What follows belongs to an exercise in optimizing a design on an open flow for small area and few clock cycles; a production flow would make more cautious choices. The RTL was checked by simulation tests, not by an equivalence proof against the original design. Power is estimated from default activity; no workload was simulated.

// i2cc_top
module i2cc_top (
    input  wire        clk,
    input  wire        rst,
    input  wire        host_req,
    input  wire        host_we,
    input  wire [10:0] host_addr,
    input  wire [31:0] host_wdata,
    output reg  [31:0] host_rdata,
    output reg         host_err,
    output wire        irq,
    output wire        bus_req,
    output reg  [2:0]  bus_act,
    output reg  [7:0]  bus_data,
    input  wire        bus_done,
    input  wire [1:0]  bus_resp,
    input  wire        bus_rx_valid,
    input  wire [7:0]  bus_rx_data
);
For scale: roughly 5900 cells after synthesis, about 110 I/O pins, roughly 0.090 mm2 of cells after synthesis.
Settings: LEC_CHECK=0, CAP_MARGIN=30, CORE_MARGIN=2, CORE_UTILIZATION=50, PLACE_DENSITY=0.7, SETUP_SLACK_MARGIN=0.2, SLEW_MARGIN=30; clock period 10.0 ns.
standard.sh (not shown) runs the stock make flow with config.mk's settings and CLKGATE_MAP_FILE= SYNTH_SCRIPT=/design/flow/synth_recipe.tcl, a recipe that flattens the netlist after the stock synthesis.
==> flow/flow/run.sh <==
#!/bin/bash
set -euo pipefail
HERE=$(pwd)
python3 - "$HERE" <<'PY'
import sys, re, os, shlex
here = sys.argv[1]
flow_home = os.environ["FLOW_HOME"]
# ORFS's synth.tcl with its abc call given our script
s = open(os.path.join(flow_home, "scripts", "synth.tcl")).read()
old = "log_cmd abc {*}$abc_args"
assert s.count(old) == 1, "abc call not found in synth.tcl"
s = s.replace(old, "log_cmd abc -script %s/flow/abc.script {*}[lrange $abc_args 2 end]" % here)
open(os.path.join(here, "synth_abc.tcl"), "w").write(s)
# The standard flow's synthesis script, sourcing that copy
b = open(os.path.join(here, "synth_recipe.tcl")).read()
old = "source $::env(SCRIPTS_DIR)/synth.tcl"
assert b.count(old) == 1, "synth.tcl not sourced by synth_recipe.tcl"
open(os.path.join(here, "own_synth.tcl"), "w").write(b.replace(old, "source %s/synth_abc.tcl" % here))
# standard.sh, with that synthesis script
t = open(os.path.join(here, "standard.sh")).read()
t2, n = re.subn(r"SYNTH_SCRIPT=\S+", "SYNTH_SCRIPT=%s/own_synth.tcl" % here, t)
assert n == 1, "SYNTH_SCRIPT not found in standard.sh"
open(os.path.join(here, "own_standard.sh"), "w").write(t2)
# standard.sh, with our clock tree synthesis arguments
args = " ".join(open(os.path.join(here, "flow", "cts_args.txt")).read().split())
t3, n = re.subn(r"SYNTH_SCRIPT=\S+", lambda m: m.group(0) + " " + shlex.quote("CTS_ARGS=" + args), t)
assert n == 1
open(os.path.join(here, "cts_standard.sh"), "w").write(t3)
PY
bash own_standard.sh synth > synth.log 2>&1
bash standard.sh place > place.log 2>&1
bash cts_standard.sh cts > cts.log 2>&1
bash standard.sh > route.log 2>&1
==> flow/flow/abc.script <==
strash
&get -n
&st
&deepsyn -T 60
&dch -f
&nf
&put
==> flow/flow/cts_args.txt <==
-sink_clustering_enable -repair_clock_nets -sink_clustering_size 20 -sink_clustering_max_diameter 80 -buf_list sky130_fd_sc_hd__clkbuf_16 -dont_use_dummy_load
The starting point completed without violations.
Testbench counts at the start, summed over its fixed seeds: cycles 107,415.
Next try:
==> flow/flow/cts_args.txt (replaced) <==
-sink_clustering_enable -repair_clock_nets -sink_clustering_size 25 -sink_clustering_max_diameter 80 -buf_list sky130_fd_sc_hd__clkbuf_16 -dont_use_dummy_load
What happened: Total power went down by 1.2%. Non-clock buffer count went up by 55. Setup slack degrades by 0.38 ns. Cell count went down by 3.7%. Critical path depth went down by 1. Wire length went up by 7.9%. Count of clock-buffer cells in the layout went down by 15. Sequential cell count does not change. Clock power went down by 5.3%.
Next try:
--- a/flow/flow/run.sh
+++ b/flow/flow/run.sh
@@ -19 +19 @@
-# standard.sh, with that synthesis script
+# standard.sh with that synthesis script and our placement and CTS settings
@@ -21 +21,6 @@
-t2, n = re.subn(r"SYNTH_SCRIPT=\S+", "SYNTH_SCRIPT=%s/own_synth.tcl" % here, t)
+args = " ".join(open(os.path.join(here, "flow", "cts_args.txt")).read().split())
+extra = " ".join(shlex.quote(x) for x in [
+    "SYNTH_SCRIPT=%s/own_synth.tcl" % here,
+    "CTS_ARGS=" + args,
+    "POST_GLOBAL_PLACE_TCL=%s/flow/post_gp.tcl" % here])
+t2, n = re.subn(r"SYNTH_SCRIPT=\S+", lambda m: extra, t)
@@ -24,5 +28,0 @@
-# standard.sh, with our clock tree synthesis arguments
-args = " ".join(open(os.path.join(here, "flow", "cts_args.txt")).read().split())
-t3, n = re.subn(r"SYNTH_SCRIPT=\S+", lambda m: m.group(0) + " " + shlex.quote("CTS_ARGS=" + args), t)
-assert n == 1
-open(os.path.join(here, "cts_standard.sh"), "w").write(t3)
@@ -31,3 +31 @@
-bash standard.sh place > place.log 2>&1
-bash cts_standard.sh cts > cts.log 2>&1
-bash standard.sh > route.log 2>&1
+bash own_standard.sh > layout.log 2>&1
==> flow/flow/cts_args.txt (replaced) <==
-sink_clustering_enable -repair_clock_nets -sink_clustering_size 20 -sink_clustering_max_diameter 80 -buf_list sky130_fd_sc_hd__clkbuf_16 -dont_use_dummy_load
==> flow/flow/post_gp.tcl (new file) <==
# After timing-driven global placement: drop the buffers it added (and the
# port buffers), then buffer the ports again. The later repair steps add back
# the buffers that slew, capacitance and timing need.
remove_buffers
buffer_ports
Effect: The new run ran to the end with no violations. Fmax fell by a few percent. Cell count rose slightly. Worst hold slack is worse by 0.061 ns.
Next try:
--- a/flow/flow/run.sh
+++ b/flow/flow/run.sh
@@ -19 +19 @@
-# standard.sh with that synthesis script and our placement and CTS settings
+# standard.sh, with that synthesis script
@@ -21,6 +21 @@
-args = " ".join(open(os.path.join(here, "flow", "cts_args.txt")).read().split())
-extra = " ".join(shlex.quote(x) for x in [
-    "SYNTH_SCRIPT=%s/own_synth.tcl" % here,
-    "CTS_ARGS=" + args,
-    "POST_GLOBAL_PLACE_TCL=%s/flow/post_gp.tcl" % here])
-t2, n = re.subn(r"SYNTH_SCRIPT=\S+", lambda m: extra, t)
+t2, n = re.subn(r"SYNTH_SCRIPT=\S+", "SYNTH_SCRIPT=%s/own_synth.tcl" % here, t)
@@ -28,0 +24,5 @@
+# standard.sh, with our clock tree synthesis arguments
+args = " ".join(open(os.path.join(here, "flow", "cts_args.txt")).read().split())
+t3, n = re.subn(r"SYNTH_SCRIPT=\S+", lambda m: m.group(0) + " " + shlex.quote("CTS_ARGS=" + args), t)
+assert n == 1
+open(os.path.join(here, "cts_standard.sh"), "w").write(t3)
@@ -31 +31,3 @@
-bash own_standard.sh > layout.log 2>&1
+bash standard.sh place > place.log 2>&1
+bash cts_standard.sh cts > cts.log 2>&1
+bash standard.sh > route.log 2>&1
--- a/flow/config.mk
+++ b/flow/config.mk
@@ -10,2 +10,2 @@
-export CORE_UTILIZATION = 50
-export PLACE_DENSITY = 0.7
+export CORE_UTILIZATION = 60
+export PLACE_DENSITY = 0.8
removed: flow/flow/post_gp.tcl
Effect: Register-to-register slack gets better by 0.45 ns. Clock-buffer cell count falls by 6. Area after synthesis stays the same. Wire length rises by 2.9%. Worst hold slack gets better by 0.053 ns. Power falls by 0.70%. Via count rises by 4.8%. Core utilization rises by 10 points. Sequential share of layout area rises by 1.7 points. Critical path depth rises by 6. Final cell count falls by 2.9%.

## afterwards: timing with drivers on the ports
How much do the figures lean on ideal ports? The routed layouts below were timed once more, with nothing changed but the port constraints.
Step 1: set_driving_cell puts a clkbuf_16 on clk and a buf_2 on each other input, an assumption about the parent block.
Step 2 times the ports against the registers' clock, not the clock port: input delays grow and output delays shrink by t, the midpoint of the rising clock arrivals with the driver on.
Slacks: ideal / step 1 / step 2; pairs: ideal / step 1.
| run | t, ns | slack for setup (ns) | slew at the worst register clock pin (ns) |
|---|---|---|---|
| the first run | 0.899 | 0.863 / 0.923 / 0.024 | 0.09 / 0.09 |
| the second run | 0.922 | 0.482 / 0.557 / -0.365 | 0.11 / 0.11 |
| the third run | 0.901 | 0.175 / 0.229 / -0.672 | 0.09 / 0.09 |
| the fourth run | 0.872 | 0.863 / 0.863 / 0.227 | 0.10 / 0.10 |
With both steps, setup timing fails in the second run and the third run, where it was met with ideal ports.
